This is an optimization exercise on Yosys and OpenROAD, whose aim is small area, a short achievable clock period and few clock cycles per item, not a production implementation. The RTL was checked by simulation tests, not by an equivalence proof against the original design. Power and IR drop assume default switching activity.

==> inputs of trial 91 <==
## fnv1a_wide
module fnv1a_wide #(
    parameter integer N = 1024               
) (
    input  wire        clk,
    input  wire        rst,                  
    input  wire        cmd_valid,
    output wire        cmd_ready,
    input  wire [15:0] cmd_word,
    output reg         rsp_valid,
    input  wire        rsp_ready,
    output reg  [1:0]  rsp_status,
    output reg  [31:0] rsp_data
);
clock: 180.0 ns
lec_check: 0
cap_margin: 30
core_margin: 2
core_utilization: 50
cts_buf_list: sky130_fd_sc_hd__clkbuf_8
cts_cluster_diameter: 60
cts_cluster_size: 10
place_density: 0.62
slew_margin: 20
synth_hierarchical: 1
run.sh (not shown) runs the stock make flow with config.mk's settings and CLKGATE_MAP_FILE= SYNTH_SCRIPT=/design/flow/synth_recipe.tcl, a recipe that flattens the netlist after the stock synthesis.
==> build 58 (differences from trial 91) <==
--- a/flow/design.v
+++ b/flow/design.v
@@ -27,51 +27,48 @@
     reg  [7:0]   b;                          
     reg          f_abs, f_init;              
     reg  [4:0]   idx_q;                      
     reg  [1:0]   bsel_q;                     
     reg          byte_q;                     
-    reg          rd_shift;                   
+    reg  [15:0]  ohq;                        
     assign cmd_ready = rdy;
     wire [3:0] op  = cmd_word[15:12];
     wire [3:0] rsv = cmd_word[11:8];
     wire [7:0] arg = cmd_word[7:0];
     wire illegal = (op > 4'h5) || (rsv != 4'd0) || ((op == 4'h0 || op == 4'h1) && arg != 8'd0);
     wire range_err = !illegal && ((op == 4'h3 && arg[7]) ||
                                   (op == 4'h4 && arg[7:5] != 3'd0) ||
                                   (op == 4'h5 && arg >= 8'd5));
     wire ok = !illegal && !range_err;
+    wire rd_in = ok && (op == 4'h3 || op == 4'h4);
     wire accept = cmd_valid && rdy && !rst;
     wire step1 = (go && f_abs && ph) || abs_wait;
     wire en = step1 || step2;
     wire init_now = rst_q || (go && f_init) || init2;
-    wire rdl_in = ok && op == 4'h4;
-    wire rdb_in = ok && op == 4'h3;
-    wire ok_in, ok_q;                        
-    wire rv_d = !rst && ((accept && !rdb_in && !(rdl_in && !ok_in)) ||
-                         (rd_wait && ok_q && !byte_q) || rd_shift ||
+    wire rd_ok;                              
+    wire rv_d = !rst && ((accept && !(rd_in && !rd_ok)) || (rd_wait && rd_ok) ||
                          (rsp_valid && !rsp_ready));
-    wire rw_d = !rst && ((accept && (rdb_in || (rdl_in && !ok_in))) || (rd_wait && !ok_q));
-    wire rs_d = !rst && rd_wait && ok_q && byte_q;
+    wire rw_d = !rst && ((accept && rd_in && !rd_ok) || (rd_wait && !rd_ok));
     always @(posedge clk) begin
         ph        <= rst ? 1'b1 : !ph;
         rst_q     <= rst;
         go        <= accept;
         abs_wait  <= !rst && go && f_abs && !ph;
         step2     <= !rst && step1;
         init2     <= !rst && ((go && f_init) || rst_q);
         rsp_valid <= rv_d;
         rd_wait   <= rw_d;
-        rd_shift  <= rs_d;
-        rdy       <= !rst && !rv_d && !rw_d && !rs_d && !(go && f_abs && !ph);
+        rdy       <= !rst && !rv_d && !rw_d && !(go && f_abs && !ph);
         if (rdy) begin
             b      <= arg;
             f_abs  <= ok && op == 4'h2;
             f_init <= ok && op == 4'h1;
             idx_q  <= (op == 4'h3) ? arg[6:2] : arg[4:0];
             bsel_q <= arg[1:0];
             byte_q <= op == 4'h3;
         end
+        ohq <= !rw_d ? 16'd0 : rdy ? ((op == 4'h3) ? 16'd1 << arg[5:2] : 16'd1 << arg[3:0]) : ohq;
     end
     wire [511:0] x  = {acc_lo[511:8], acc_lo[7:0] ^ (b & {8{step2}})};
     wire [511:0] g  = x & {512{en}};
     wire [7:0]   nb = acc_hi[511:504] & {8{step1}};
     wire [343:0] tt = {acc_hi[343:8], acc_hi[7:0] ^ b} & {344{step1}};
@@ -2995,51 +2992,39 @@
             fin[j]      = (pend_l & ~({7{1'b1}} << (j / 2))) == {7{1'b0}};
             fin[16 + j] = !(|pend_l) && c_q_d == 3'd0 &&
                           (pend_h & ~({7{1'b1}} << (j / 2))) == {7{1'b0}};
         end
     end
-    wire [15:0] ohl = 16'd1 << arg[3:0];
-    wire [15:0] ohw = 16'd1 << idx_q[3:0];
-    wire [15:0] sel_d = ({16{rdy && arg[4] == ph}} & ohl) | ({16{rd_wait && idx_q[4] == ph}} & ohw);
-    wire [15:0] sel_q = ({16{rdy && arg[4] != ph}} & ohl) | ({16{rd_wait && idx_q[4] != ph}} & ohw);
-    assign ok_in = fin[arg[4:0]];
-    assign ok_q  = fin[idx_q];
-    wire [15:0] sel_dn = ~sel_d;
-    wire [15:0] sel_qn = ~sel_q;
-    wire [31:0] word_n;                      
-    genvar gb, gk;
-    generate
-        for (gb = 0; gb < 32; gb = gb + 1) begin : rd
-            wire [15:0] e;                   
-            wire [7:0]  f;
-            wire [3:0]  h;
-            wire [1:0]  m;
-            for (gk = 0; gk < 16; gk = gk + 1) begin : p
-                fnv_oai22 c (acc_hi_d[32*gk + gb], sel_dn[gk], acc_hi[32*gk + gb], sel_qn[gk], e[gk]);
-            end
-            for (gk = 0; gk < 8; gk = gk + 1) begin : l1
-                fnv_nor2 c (e[2*gk], e[2*gk + 1], f[gk]);
-            end
-            for (gk = 0; gk < 4; gk = gk + 1) begin : l2
-                fnv_nand2 c (f[2*gk], f[2*gk + 1], h[gk]);
-            end
-            for (gk = 0; gk < 2; gk = gk + 1) begin : l3
-                fnv_nor2 c (h[2*gk], h[2*gk + 1], m[gk]);
-            end
-            fnv_nand2 l4 (m[0], m[1], word_n[gb]);
-        end
-    endgenerate
-    wire [31:0] word = ~word_n;
+    wire       isb = op == 4'h3;
+    wire [15:0] ohl = 16'd1 << arg[3:0];    
+    wire [15:0] ohb = 16'd1 << arg[5:2];    
+    wire [15:0] sel_d = ({16{rdy && !isb && arg[4] == ph}} & ohl) |
+                        ({16{rdy &&  isb && arg[6] == ph}} & ohb) |
+                        (ohq & {16{idx_q[4] == ph}});
+    wire [15:0] sel_q = ({16{rdy && !isb && arg[4] != ph}} & ohl) |
+                        ({16{rdy &&  isb && arg[6] != ph}} & ohb) |
+                        (ohq & {16{idx_q[4] != ph}});
+    wire [4:0] idx  = rdy ? (isb ? arg[6:2] : arg[4:0]) : idx_q;
+    wire [1:0] bsel = rdy ? arg[1:0] : bsel_q;
+    wire       isbb = rdy ? isb : byte_q;
+    assign rd_ok = fin[idx];
+    reg [31:0] word;
+    integer k;
+    always @* begin
+        word = 32'd0;
+        for (k = 0; k < 16; k = k + 1)
+            word = word | (acc_hi_d[32*k +: 32] & {32{sel_d[k]}}) |
+                          (acc_hi[32*k +: 32] & {32{sel_q[k]}});
+    end
+    wire [31:0] rd_data = isbb ? {24'd0, word[8*bsel +: 8]} : word;
     wire [2:0] s = arg[2:0];
     wire [31:0] cfg = (s == 3'd0) ? 32'h400 : (s == 3'd1) ? 32'h18D : (s == 3'd2) ? 32'h8 :
                       (s == 3'd3) ? 32'h15 : 32'h20;
     wire [31:0] other = !ok ? {16'd0, cmd_word} : (op == 4'h5) ? cfg : 32'd0;
-    wire        use_word = rdy ? rdl_in : rd_wait;
-    wire [31:0] extra = rdy ? other : rd_shift ? {24'd0, rsp_data[8*bsel_q +: 8]} : 32'd0;
     always @(posedge clk) begin
-        if (rdy || rd_wait || rd_shift)
-            rsp_data <= (word & {32{use_word}}) | extra;
+        if (rdy || rd_wait)
+            rsp_data <= (!rdy || rd_in) ? rd_data : other;
         if (rdy)
             rsp_status <= illegal ? 2'b01 : range_err ? 2'b10 : 2'b00;
     end
 endmodule
 module fnv_fa (input wire a, input wire b, input wire c, output wire s, output wire co);
@@ -3048,14 +3033,5 @@
 endmodule
 module fnv_ha (input wire a, input wire b, output wire s, output wire co);
     assign s  = a ^ b;
     assign co = a & b;
 endmodule
-module fnv_oai22 (input wire a1, input wire a2, input wire b1, input wire b2, output wire y);
-    assign y = !((a1 | a2) & (b1 | b2));
-endmodule
-module fnv_nand2 (input wire a, input wire b, output wire y);
-    assign y = !(a & b);
-endmodule
-module fnv_nor2 (input wire a, input wire b, output wire y);
-    assign y = !(a | b);
-endmodule
==> flow/config.mk (replaced) <==
export PLATFORM = sky130hd
export DESIGN_NAME = fnv1a_wide
export DESIGN_NICKNAME = fnv1a_wide
export VERILOG_FILES = /design/flow/design.v
export SDC_FILE = /design/flow/constraint.sdc
export NUM_CORES = 4
export LEC_CHECK = 0
export CAP_MARGIN = 20
export CORE_MARGIN = 2
export CORE_UTILIZATION = 60
export CTS_BUF_LIST = sky130_fd_sc_hd__clkbuf_8
export CTS_CLUSTER_DIAMETER = 60
export CTS_CLUSTER_SIZE = 10
export PLACE_DENSITY = 0.72
export SLEW_MARGIN = 20
export SYNTH_HIERARCHICAL = 1
==> notes <==
- Of build 58 and trial 91, trial 91 has the higher worst setup slack (gap 1.3 ns).
- Register-to-register slack: trial 91 is better than build 58 (1.7 ns).
- Between build 58 and trial 91, the lower total power is in trial 91 (gap about 11%, measured against trial 91).
- In build 58 the hold slack is better than in trial 91, by 0.0094 ns.
==> figures <==
item                                                      trial 91                 build 58
Initial DRC Count                                             5453                    11700
Detailed-routed wire length on met3                       32800 um                 81100 um
Multi-input gate share of total cell area                    0.703                    0.701
Combinational group power                                   173 uW                   227 uW
Routed via count                                             58100                    71400
Outcome                                    complete, no violations  complete, no violations
Post-synthesis register bit count                             1101                     1117
Clock latency on the worst-skew pair                       0.95 ns                  1.06 ns
Gate power share                                             0.249                    0.294
Met1 layer usage reported by global route                    0.468                    0.682
Testbench counts of trial 91, summed over its fixed seeds: cycles 70,312, commands 35,156.
Testbench counts of build 58, summed over its fixed seeds: cycles 70,312, commands 35,156.

* * *

==> run a: inputs <==
Another version of the RTL of fnv1a_wide (not shown whole).
clock: 180.0 ns
lec_check: 0
cap_margin: 30
core_margin: 2
core_utilization: 50
cts_buf_list: sky130_fd_sc_hd__clkbuf_8
cts_cluster_diameter: 60
cts_cluster_size: 10
place_density: 0.62
slew_margin: 20
synth_hierarchical: 1
==> inputs of run b, as changes to run a <==
--- a/flow/design.v
+++ b/flow/design.v
@@ -17,10 +17,11 @@
     reg  [5:0]   pend_lo, pend_hi;           
     reg  [2:0]   c_s1, c_s3, c12;            
     reg  [7:0]   sh8;                        
     reg          ph;                         
     reg          rdy;                        
+    reg  [15:0]  pw;                         
     reg          rd_wait;                    
     reg          rst_q;                      
     reg          go;                         
     reg          abs_wait;                   
     reg          step2;                      
@@ -30,13 +31,13 @@
     reg  [4:0]   idx_q;                      
     reg  [1:0]   bsel_q;                     
     reg          byte_q;                     
     reg          rd_shift;                   
     assign cmd_ready = rdy;
-    wire [3:0] op  = cmd_word[15:12];
-    wire [3:0] rsv = cmd_word[11:8];
-    wire [7:0] arg = cmd_word[7:0];
+    wire [3:0] op  = pw[15:12];
+    wire [3:0] rsv = pw[11:8];
+    wire [7:0] arg = pw[7:0];
     wire illegal = (op > 4'h5) || (rsv != 4'd0) || ((op == 4'h0 || op == 4'h1) && arg != 8'd0);
     wire range_err = !illegal && ((op == 4'h3 && arg[7]) ||
                                   (op == 4'h4 && arg[7:5] != 3'd0) ||
                                   (op == 4'h5 && arg >= 8'd5));
     wire ok = !illegal && !range_err;
@@ -60,11 +61,13 @@
         step2     <= !rst && step1;
         init2     <= !rst && ((go && f_init) || rst_q);
         rsp_valid <= rv_d;
         rd_wait   <= rw_d;
         rd_shift  <= rs_d;
-        rdy       <= !rst && !rv_d && !rw_d && !rs_d && !(go && f_abs && !ph);
+        pw        <= cmd_word;
+        rdy       <= !rst && !rv_d && !rw_d && !rs_d && !(go && f_abs && !ph) &&
+                     cmd_valid && !rdy;
         if (rdy) begin
             b      <= arg;
             f_abs  <= ok && op == 4'h2;
             f_init <= ok && op == 4'h1;
             idx_q  <= (op == 4'h3) ? arg[6:2] : arg[4:0];
@@ -2892,19 +2895,17 @@
             assign jin[gj] = arg[4:0] == gj;
             assign jw[gj]  = idx_q == gj;
         end
     endgenerate
     wire [31:0] u = (jin & {32{rdy}}) | (jw & {32{rd_wait}});    
-    wire [15:0] sel_dn0, sel_dn1, sel_qn0, sel_qn1;
+    wire [15:0] sel_dn, sel_qn;
     generate
         for (gj = 0; gj < 16; gj = gj + 1) begin : sel
             localparam integer JA = gj < 10 ? gj : gj + 10;
             localparam integer JB = gj < 10 ? gj + 10 : gj + 16;
-            fnv_aoi22 d0 (u[JA], !ph, u[JB], ph, sel_dn0[gj]);
-            fnv_aoi22 d1 (u[JA], !ph, u[JB], ph, sel_dn1[gj]);
-            fnv_aoi22 q0 (u[JA], ph, u[JB], !ph, sel_qn0[gj]);
-            fnv_aoi22 q1 (u[JA], ph, u[JB], !ph, sel_qn1[gj]);
+            assign sel_dn[gj] = !((u[JA] && !ph) || (u[JB] && ph));
+            assign sel_qn[gj] = !((u[JA] && ph) || (u[JB] && !ph));
         end
     endgenerate
     wire [31:0] word_n;                      
     genvar gb, gk;
     generate
@@ -2912,12 +2913,11 @@
             wire [15:0] e;                   
             wire [7:0]  f;
             wire [3:0]  h;
             wire [1:0]  m;
             for (gk = 0; gk < 16; gk = gk + 1) begin : p
-                fnv_oai22 c (acc_hi_d[32*gk + gb], gb < 16 ? sel_dn0[gk] : sel_dn1[gk],
-                             acc_hi[32*gk + gb], gb < 16 ? sel_qn0[gk] : sel_qn1[gk], e[gk]);
+                fnv_oai22 c (acc_hi_d[32*gk + gb], sel_dn[gk], acc_hi[32*gk + gb], sel_qn[gk], e[gk]);
             end
             for (gk = 0; gk < 8; gk = gk + 1) begin : l1
                 fnv_nor2 c (e[2*gk], e[2*gk + 1], f[gk]);
             end
             for (gk = 0; gk < 4; gk = gk + 1) begin : l2
@@ -2930,11 +2930,11 @@
         end
     endgenerate
     wire [2:0] s = arg[2:0];
     wire [31:0] cfg = (s == 3'd0) ? 32'h400 : (s == 3'd1) ? 32'h18D : (s == 3'd2) ? 32'h8 :
                       (s == 3'd3) ? 32'h15 : 32'h20;
-    wire [31:0] other = !ok ? {16'd0, cmd_word} : (op == 4'h5) ? cfg : 32'd0;
+    wire [31:0] other = !ok ? {16'd0, pw} : (op == 4'h5) ? cfg : 32'd0;
     wire        use_word = rdy ? rdl_in : rd_wait;
     wire [31:0] extra = rdy ? other : rd_shift ? {24'd0, rsp_data[8*bsel_q +: 8]} : 32'd0;
     wire [31:0] rsp_d;
     generate
         for (gb = 0; gb < 32; gb = gb + 1) begin : fin
@@ -2954,13 +2954,10 @@
 endmodule
 module fnv_ha (input wire a, input wire b, output wire s, output wire co);
     assign s  = a ^ b;
     assign co = a & b;
 endmodule
-module fnv_aoi22 (input wire a1, input wire a2, input wire b1, input wire b2, output wire y);
-    assign y = !((a1 & a2) | (b1 & b2));
-endmodule
 module fnv_oai22 (input wire a1, input wire a2, input wire b1, input wire b2, output wire y);
     assign y = !((a1 | a2) & (b1 | b2));
 endmodule
 module fnv_oai21 (input wire a1, input wire a2, input wire b1, output wire y);
     assign y = !((a1 | a2) & b1);
==> inputs of run c, as changes to run a <==
--- a/flow/design.v
+++ b/flow/design.v
@@ -17,10 +17,11 @@
     reg  [5:0]   pend_lo, pend_hi;           
     reg  [2:0]   c_s1, c_s3, c12;            
     reg  [7:0]   sh8;                        
     reg          ph;                         
     reg          rdy;                        
+    reg  [15:0]  pw;                         
     reg          rd_wait;                    
     reg          rst_q;                      
     reg          go;                         
     reg          abs_wait;                   
     reg          step2;                      
@@ -28,50 +29,52 @@
     reg  [7:0]   b;                          
     reg          f_abs, f_init;              
     reg  [4:0]   idx_q;                      
     reg  [1:0]   bsel_q;                     
     reg          byte_q;                     
-    reg          rd_shift;                   
-    assign cmd_ready = rdy;
-    wire [3:0] op  = cmd_word[15:12];
-    wire [3:0] rsv = cmd_word[11:8];
-    wire [7:0] arg = cmd_word[7:0];
+    reg          rdy_o;
+    assign cmd_ready = rdy_o;
+    wire [3:0] op  = pw[15:12];
+    wire [3:0] rsv = pw[11:8];
+    wire [7:0] arg = pw[7:0];
     wire illegal = (op > 4'h5) || (rsv != 4'd0) || ((op == 4'h0 || op == 4'h1) && arg != 8'd0);
     wire range_err = !illegal && ((op == 4'h3 && arg[7]) ||
                                   (op == 4'h4 && arg[7:5] != 3'd0) ||
                                   (op == 4'h5 && arg >= 8'd5));
     wire ok = !illegal && !range_err;
     wire accept = cmd_valid && rdy && !rst;
     wire step1 = (go && f_abs && ph) || abs_wait;
     wire en = step1 || step2;
     wire init_now = rst_q || (go && f_init) || init2;
-    wire rdl_in = ok && op == 4'h4;
-    wire rdb_in = ok && op == 4'h3;
+    wire isb = op == 4'h3;
+    wire [4:0] ridx = isb ? arg[6:2] : arg[4:0];    
+    wire rd_in = ok && (op == 4'h3 || op == 4'h4);
     wire ok_in, ok_q;                        
-    wire rv_d = !rst && ((accept && !rdb_in && !(rdl_in && !ok_in)) ||
-                         (rd_wait && ok_q && !byte_q) || rd_shift ||
+    wire rv_d = !rst && ((accept && !(rd_in && !ok_in)) || (rd_wait && ok_q) ||
                          (rsp_valid && !rsp_ready));
-    wire rw_d = !rst && ((accept && (rdb_in || (rdl_in && !ok_in))) || (rd_wait && !ok_q));
-    wire rs_d = !rst && rd_wait && ok_q && byte_q;
+    wire rw_d = !rst && ((accept && rd_in && !ok_in) || (rd_wait && !ok_q));
     always @(posedge clk) begin
         ph        <= rst ? 1'b1 : !ph;
         rst_q     <= rst;
         go        <= accept;
         abs_wait  <= !rst && go && f_abs && !ph;
         step2     <= !rst && step1;
         init2     <= !rst && ((go && f_init) || rst_q);
         rsp_valid <= rv_d;
         rd_wait   <= rw_d;
-        rd_shift  <= rs_d;
-        rdy       <= !rst && !rv_d && !rw_d && !rs_d && !(go && f_abs && !ph);
+        pw        <= cmd_word;
+        rdy       <= !rst && !rv_d && !rw_d && !(go && f_abs && !ph) &&
+                     cmd_valid && !rdy;
+        rdy_o     <= !rst && !rv_d && !rw_d && !(go && f_abs && !ph) &&
+                     cmd_valid && !rdy_o;
         if (rdy) begin
             b      <= arg;
             f_abs  <= ok && op == 4'h2;
             f_init <= ok && op == 4'h1;
-            idx_q  <= (op == 4'h3) ? arg[6:2] : arg[4:0];
+            idx_q  <= ridx;
             bsel_q <= arg[1:0];
-            byte_q <= op == 4'h3;
+            byte_q <= isb;
         end
     end
     wire [511:0] x   = {acc_lo[511:8], acc_lo[7:0] ^ (b & {8{step2}})};
     wire [511:0] g   = x & {512{en}};
     wire [7:0]   nb0 = acc_hi[319:312] & {8{step1}};              
@@ -2881,30 +2884,28 @@
         c_s3    <= c_s3_d;
         c12     <= c12_d;
         sh8     <= acc_lo[319:312] & {8{step1}};
     end
     wire clean = !(|pend_hi) && !(|pend_hi_d) && !(|c_s1_d) && !(|c_s3_d) && !(|c12_d);
-    assign ok_in = arg[4:1] == 4'd0 || clean;
+    assign ok_in = ridx[4:1] == 4'd0 || clean;
     assign ok_q  = idx_q[4:1] == 4'd0 || clean;
     wire [31:0] jin, jw;                     
     genvar gj;
     generate
         for (gj = 0; gj < 32; gj = gj + 1) begin : dec
-            assign jin[gj] = arg[4:0] == gj;
+            assign jin[gj] = ridx == gj;
             assign jw[gj]  = idx_q == gj;
         end
     endgenerate
     wire [31:0] u = (jin & {32{rdy}}) | (jw & {32{rd_wait}});    
-    wire [15:0] sel_dn0, sel_dn1, sel_qn0, sel_qn1;
+    wire [15:0] sel_dn, sel_qn;
     generate
         for (gj = 0; gj < 16; gj = gj + 1) begin : sel
             localparam integer JA = gj < 10 ? gj : gj + 10;
             localparam integer JB = gj < 10 ? gj + 10 : gj + 16;
-            fnv_aoi22 d0 (u[JA], !ph, u[JB], ph, sel_dn0[gj]);
-            fnv_aoi22 d1 (u[JA], !ph, u[JB], ph, sel_dn1[gj]);
-            fnv_aoi22 q0 (u[JA], ph, u[JB], !ph, sel_qn0[gj]);
-            fnv_aoi22 q1 (u[JA], ph, u[JB], !ph, sel_qn1[gj]);
+            assign sel_dn[gj] = !((u[JA] && !ph) || (u[JB] && ph));
+            assign sel_qn[gj] = !((u[JA] && ph) || (u[JB] && !ph));
         end
     endgenerate
     wire [31:0] word_n;                      
     genvar gb, gk;
     generate
@@ -2912,12 +2913,11 @@
             wire [15:0] e;                   
             wire [7:0]  f;
             wire [3:0]  h;
             wire [1:0]  m;
             for (gk = 0; gk < 16; gk = gk + 1) begin : p
-                fnv_oai22 c (acc_hi_d[32*gk + gb], gb < 16 ? sel_dn0[gk] : sel_dn1[gk],
-                             acc_hi[32*gk + gb], gb < 16 ? sel_qn0[gk] : sel_qn1[gk], e[gk]);
+                fnv_oai22 c (acc_hi_d[32*gk + gb], sel_dn[gk], acc_hi[32*gk + gb], sel_qn[gk], e[gk]);
             end
             for (gk = 0; gk < 8; gk = gk + 1) begin : l1
                 fnv_nor2 c (e[2*gk], e[2*gk + 1], f[gk]);
             end
             for (gk = 0; gk < 4; gk = gk + 1) begin : l2
@@ -2930,21 +2930,19 @@
         end
     endgenerate
     wire [2:0] s = arg[2:0];
     wire [31:0] cfg = (s == 3'd0) ? 32'h400 : (s == 3'd1) ? 32'h18D : (s == 3'd2) ? 32'h8 :
                       (s == 3'd3) ? 32'h15 : 32'h20;
-    wire [31:0] other = !ok ? {16'd0, cmd_word} : (op == 4'h5) ? cfg : 32'd0;
-    wire        use_word = rdy ? rdl_in : rd_wait;
-    wire [31:0] extra = rdy ? other : rd_shift ? {24'd0, rsp_data[8*bsel_q +: 8]} : 32'd0;
-    wire [31:0] rsp_d;
-    generate
-        for (gb = 0; gb < 32; gb = gb + 1) begin : fin
-            fnv_oai21 c (word_n[gb], !use_word, !extra[gb], rsp_d[gb]);
-        end
-    endgenerate
+    wire [31:0] other = !ok ? {16'd0, pw} : (op == 4'h5) ? cfg : 32'd0;
+    wire [31:0] word = ~word_n;
+    wire [1:0]  bsel = rdy ? arg[1:0] : bsel_q;
+    wire        byt  = rdy ? isb : byte_q;
+    wire [31:0] rd_val = byt ? {24'd0, word[8*bsel +: 8]} : word;
+    wire        use_word = rdy ? rd_in : rd_wait;
+    wire [31:0] rsp_d = (rd_val & {32{use_word}}) | (other & {32{rdy}});
     always @(posedge clk) begin
-        if (rdy || rd_wait || rd_shift)
+        if (rdy || rd_wait)
             rsp_data <= rsp_d;
         if (rdy)
             rsp_status <= illegal ? 2'b01 : range_err ? 2'b10 : 2'b00;
     end
 endmodule
@@ -2954,19 +2952,13 @@
 endmodule
 module fnv_ha (input wire a, input wire b, output wire s, output wire co);
     assign s  = a ^ b;
     assign co = a & b;
 endmodule
-module fnv_aoi22 (input wire a1, input wire a2, input wire b1, input wire b2, output wire y);
-    assign y = !((a1 & a2) | (b1 & b2));
-endmodule
 module fnv_oai22 (input wire a1, input wire a2, input wire b1, input wire b2, output wire y);
     assign y = !((a1 | a2) & (b1 | b2));
 endmodule
-module fnv_oai21 (input wire a1, input wire a2, input wire b1, output wire y);
-    assign y = !((a1 | a2) & b1);
-endmodule
 module fnv_nand2 (input wire a, input wire b, output wire y);
     assign y = !(a & b);
 endmodule
 module fnv_nor2 (input wire a, input wire b, output wire y);
     assign y = !(a | b);
CTS_CLUSTER_DIAMETER = 65   (was 60)
CTS_CLUSTER_SIZE = 12   (was 10)
==> inputs of run d, as changes to run a <==
--- a/flow/design.v
+++ b/flow/design.v
@@ -17,10 +17,11 @@
     reg  [5:0]   pend_lo, pend_hi;           
     reg  [2:0]   c_s1, c_s3, c12;            
     reg  [7:0]   sh8;                        
     reg          ph;                         
     reg          rdy;                        
+    reg  [15:0]  pw;                         
     reg          rd_wait;                    
     reg          rst_q;                      
     reg          go;                         
     reg          abs_wait;                   
     reg          step2;                      
@@ -28,50 +29,52 @@
     reg  [7:0]   b;                          
     reg          f_abs, f_init;              
     reg  [4:0]   idx_q;                      
     reg  [1:0]   bsel_q;                     
     reg          byte_q;                     
-    reg          rd_shift;                   
-    assign cmd_ready = rdy;
-    wire [3:0] op  = cmd_word[15:12];
-    wire [3:0] rsv = cmd_word[11:8];
-    wire [7:0] arg = cmd_word[7:0];
+    reg          rdy_o;
+    assign cmd_ready = rdy_o;
+    wire [3:0] op  = pw[15:12];
+    wire [3:0] rsv = pw[11:8];
+    wire [7:0] arg = pw[7:0];
     wire illegal = (op > 4'h5) || (rsv != 4'd0) || ((op == 4'h0 || op == 4'h1) && arg != 8'd0);
     wire range_err = !illegal && ((op == 4'h3 && arg[7]) ||
                                   (op == 4'h4 && arg[7:5] != 3'd0) ||
                                   (op == 4'h5 && arg >= 8'd5));
     wire ok = !illegal && !range_err;
     wire accept = cmd_valid && rdy && !rst;
     wire step1 = (go && f_abs && ph) || abs_wait;
     wire en = step1 || step2;
     wire init_now = rst_q || (go && f_init) || init2;
-    wire rdl_in = ok && op == 4'h4;
-    wire rdb_in = ok && op == 4'h3;
+    wire isb = op == 4'h3;
+    wire [4:0] ridx = isb ? arg[6:2] : arg[4:0];    
+    wire rd_in = ok && (op == 4'h3 || op == 4'h4);
     wire ok_in, ok_q;                        
-    wire rv_d = !rst && ((accept && !rdb_in && !(rdl_in && !ok_in)) ||
-                         (rd_wait && ok_q && !byte_q) || rd_shift ||
+    wire rv_d = !rst && ((accept && !(rd_in && !ok_in)) || (rd_wait && ok_q) ||
                          (rsp_valid && !rsp_ready));
-    wire rw_d = !rst && ((accept && (rdb_in || (rdl_in && !ok_in))) || (rd_wait && !ok_q));
-    wire rs_d = !rst && rd_wait && ok_q && byte_q;
+    wire rw_d = !rst && ((accept && rd_in && !ok_in) || (rd_wait && !ok_q));
     always @(posedge clk) begin
         ph        <= rst ? 1'b1 : !ph;
         rst_q     <= rst;
         go        <= accept;
         abs_wait  <= !rst && go && f_abs && !ph;
         step2     <= !rst && step1;
         init2     <= !rst && ((go && f_init) || rst_q);
         rsp_valid <= rv_d;
         rd_wait   <= rw_d;
-        rd_shift  <= rs_d;
-        rdy       <= !rst && !rv_d && !rw_d && !rs_d && !(go && f_abs && !ph);
+        pw        <= cmd_word;
+        rdy       <= !rst && !rv_d && !rw_d && !(go && f_abs && !ph) &&
+                     cmd_valid && !rdy;
+        rdy_o     <= !rst && !rv_d && !rw_d && !(go && f_abs && !ph) &&
+                     cmd_valid && !rdy_o;
         if (rdy) begin
             b      <= arg;
             f_abs  <= ok && op == 4'h2;
             f_init <= ok && op == 4'h1;
-            idx_q  <= (op == 4'h3) ? arg[6:2] : arg[4:0];
+            idx_q  <= ridx;
             bsel_q <= arg[1:0];
-            byte_q <= op == 4'h3;
+            byte_q <= isb;
         end
     end
     wire [511:0] x   = {acc_lo[511:8], acc_lo[7:0] ^ (b & {8{step2}})};
     wire [511:0] g   = x & {512{en}};
     wire [7:0]   nb0 = acc_hi[319:312] & {8{step1}};              
@@ -2881,30 +2884,28 @@
         c_s3    <= c_s3_d;
         c12     <= c12_d;
         sh8     <= acc_lo[319:312] & {8{step1}};
     end
     wire clean = !(|pend_hi) && !(|pend_hi_d) && !(|c_s1_d) && !(|c_s3_d) && !(|c12_d);
-    assign ok_in = arg[4:1] == 4'd0 || clean;
+    assign ok_in = ridx[4:1] == 4'd0 || clean;
     assign ok_q  = idx_q[4:1] == 4'd0 || clean;
     wire [31:0] jin, jw;                     
     genvar gj;
     generate
         for (gj = 0; gj < 32; gj = gj + 1) begin : dec
-            assign jin[gj] = arg[4:0] == gj;
+            assign jin[gj] = ridx == gj;
             assign jw[gj]  = idx_q == gj;
         end
     endgenerate
     wire [31:0] u = (jin & {32{rdy}}) | (jw & {32{rd_wait}});    
-    wire [15:0] sel_dn0, sel_dn1, sel_qn0, sel_qn1;
+    wire [15:0] sel_dn, sel_qn;
     generate
         for (gj = 0; gj < 16; gj = gj + 1) begin : sel
             localparam integer JA = gj < 10 ? gj : gj + 10;
             localparam integer JB = gj < 10 ? gj + 10 : gj + 16;
-            fnv_aoi22 d0 (u[JA], !ph, u[JB], ph, sel_dn0[gj]);
-            fnv_aoi22 d1 (u[JA], !ph, u[JB], ph, sel_dn1[gj]);
-            fnv_aoi22 q0 (u[JA], ph, u[JB], !ph, sel_qn0[gj]);
-            fnv_aoi22 q1 (u[JA], ph, u[JB], !ph, sel_qn1[gj]);
+            assign sel_dn[gj] = !((u[JA] && !ph) || (u[JB] && ph));
+            assign sel_qn[gj] = !((u[JA] && ph) || (u[JB] && !ph));
         end
     endgenerate
     wire [31:0] word_n;                      
     genvar gb, gk;
     generate
@@ -2912,12 +2913,11 @@
             wire [15:0] e;                   
             wire [7:0]  f;
             wire [3:0]  h;
             wire [1:0]  m;
             for (gk = 0; gk < 16; gk = gk + 1) begin : p
-                fnv_oai22 c (acc_hi_d[32*gk + gb], gb < 16 ? sel_dn0[gk] : sel_dn1[gk],
-                             acc_hi[32*gk + gb], gb < 16 ? sel_qn0[gk] : sel_qn1[gk], e[gk]);
+                fnv_oai22 c (acc_hi_d[32*gk + gb], sel_dn[gk], acc_hi[32*gk + gb], sel_qn[gk], e[gk]);
             end
             for (gk = 0; gk < 8; gk = gk + 1) begin : l1
                 fnv_nor2 c (e[2*gk], e[2*gk + 1], f[gk]);
             end
             for (gk = 0; gk < 4; gk = gk + 1) begin : l2
@@ -2930,21 +2930,19 @@
         end
     endgenerate
     wire [2:0] s = arg[2:0];
     wire [31:0] cfg = (s == 3'd0) ? 32'h400 : (s == 3'd1) ? 32'h18D : (s == 3'd2) ? 32'h8 :
                       (s == 3'd3) ? 32'h15 : 32'h20;
-    wire [31:0] other = !ok ? {16'd0, cmd_word} : (op == 4'h5) ? cfg : 32'd0;
-    wire        use_word = rdy ? rdl_in : rd_wait;
-    wire [31:0] extra = rdy ? other : rd_shift ? {24'd0, rsp_data[8*bsel_q +: 8]} : 32'd0;
-    wire [31:0] rsp_d;
-    generate
-        for (gb = 0; gb < 32; gb = gb + 1) begin : fin
-            fnv_oai21 c (word_n[gb], !use_word, !extra[gb], rsp_d[gb]);
-        end
-    endgenerate
+    wire [31:0] other = !ok ? {16'd0, pw} : (op == 4'h5) ? cfg : 32'd0;
+    wire [31:0] word = ~word_n;
+    wire [1:0]  bsel = rdy ? arg[1:0] : bsel_q;
+    wire        byt  = rdy ? isb : byte_q;
+    wire [31:0] rd_val = byt ? {24'd0, word[8*bsel +: 8]} : word;
+    wire        use_word = rdy ? rd_in : rd_wait;
+    wire [31:0] rsp_d = (rd_val & {32{use_word}}) | (other & {32{rdy}});
     always @(posedge clk) begin
-        if (rdy || rd_wait || rd_shift)
+        if (rdy || rd_wait)
             rsp_data <= rsp_d;
         if (rdy)
             rsp_status <= illegal ? 2'b01 : range_err ? 2'b10 : 2'b00;
     end
 endmodule
@@ -2954,19 +2952,13 @@
 endmodule
 module fnv_ha (input wire a, input wire b, output wire s, output wire co);
     assign s  = a ^ b;
     assign co = a & b;
 endmodule
-module fnv_aoi22 (input wire a1, input wire a2, input wire b1, input wire b2, output wire y);
-    assign y = !((a1 & a2) | (b1 & b2));
-endmodule
 module fnv_oai22 (input wire a1, input wire a2, input wire b1, input wire b2, output wire y);
     assign y = !((a1 | a2) & (b1 | b2));
 endmodule
-module fnv_oai21 (input wire a1, input wire a2, input wire b1, output wire y);
-    assign y = !((a1 | a2) & b1);
-endmodule
 module fnv_nand2 (input wire a, input wire b, output wire y);
     assign y = !(a & b);
 endmodule
 module fnv_nor2 (input wire a, input wire b, output wire y);
     assign y = !(a | b);
CORE_UTILIZATION = 55   (was 50)
PLACE_DENSITY = 0.68   (was 0.62)
==> summary.md <==
| Metric | Value |
|---|---|
| Die area | 186000 um2 |
| CP max FO | 2 |
| Logic power comb | roughly 76 uW |
| Crit path from | rsp_data[27] |
| Yosys cell types | 58 |
| Status | complete, no violations |
| First-pass GRT wire length | 431 mm |
| Antenna violations before repair | 15 |
| Met1 wire length | roughly 120 mm |
| Grt met3 use | under 10% |
| Synth top cells by count | fa_1 (2293), dfxtp_1 (1079), o22ai_1 (541) |
That was run b.
==> summary.md <==
| Metric | Value |
|---|---|
| Yosys cell types | 67 |
| Crit path from | rdy_o |
| CP max FO | 2 |
| Met1 wire length | 114 mm |
| Grt met3 use | 10.6% |
| Synth top cells by count | fa_1 (2293), dfxtp_1 (1082), o22ai_1 (544) |
| First-pass GRT wire length | 430 mm |
| Logic power comb | 108 uW |
| Die area | between 150000 and 200000 um2 |
| Status | complete, no violations |
That was run d.
==> summary.md <==
| Metric | Value |
|---|---|
| Post-synthesis adder-cell area fraction | 56.7% |
| Antenna violations before repair | 8 |
| Synth top cells by count | fa_1 (2293), dfxtp_1 (1082), o22ai_1 (544) |
| Grt met3 use | 7.81% |
| Die area | 186000 um2 |
| Crit path from | rsp_data[31] |
| First-pass GRT wire length | 432 mm |
| Met1 wire length | approximately 120 mm |
| CP max FO | 1 |
| Status | complete, no violations |
| Yosys cell types | 67 |
| Sequential cells | 1131 |
| FF-to-FF End | rdy_o |
| Logic power comb | 107 uW |
That was run c.
==> summary.md <==
| Metric | Value |
|---|---|
| Crit path from | cmd_word[1] |
| Met1 wire length | 133 mm |
| First-pass GRT wire length | 491 mm |
| Yosys cell types | 57 |
| Logic power comb | ~150 uW |
| Status | complete, no violations |
| CP max FO | 16 |
| Grt met3 use | between 10% and 20% |
| Die area | roughly 190000 um2 |
That was run a.
Testbench counts of run a, summed over its fixed seeds: cycles 70,312, commands 35,156.
Testbench counts of run b, summed over its fixed seeds: cycles 70,328, commands 35,156.
Testbench counts of run c, summed over its fixed seeds: cycles 70,328, commands 35,156.
Testbench counts of run d, summed over its fixed seeds: cycles 70,328, commands 35,156.

-- static timing again, ports no longer ideal --
The flow's constraints put no driver on any port. The routed layouts listed below were extracted and timed again, unchanged, in two steps.
Step 1 assumes that a clkbuf_16 drives the clock port and a buf_2 every other input.
Step 2 moves the port delays by t, midway between the first and last clock arrival at a register: inputs arrive t later, outputs are due t later. That takes back most of the time a late clock gives input paths.
a / b / c = no drivers / after step 1 / after step 2; a / b = the first two.
run | t, ns | setup slack, ns | worst setup path after step 2
trial 91 | 1.005 | 140.777 / 140.836 / 139.831 | input to register
build 58 | 1.123 | 139.527 / 139.597 / 138.475 | input to register
run a | 1.038 | 140.086 / 140.135 / 139.097 | input to register
run b | 1.010 | 141.630 / 141.538 / 142.294 | input to register
run c | 0.971 | 142.190 / 142.104 / 142.267 | input to register
run d | 0.993 | 142.154 / 142.071 / 142.288 | input to register
After both steps every run listed still meets setup and hold. For build 58, which loses most, drivers alone change the setup slack by +0.070 ns; drivers and shift together by -1.052 ns.
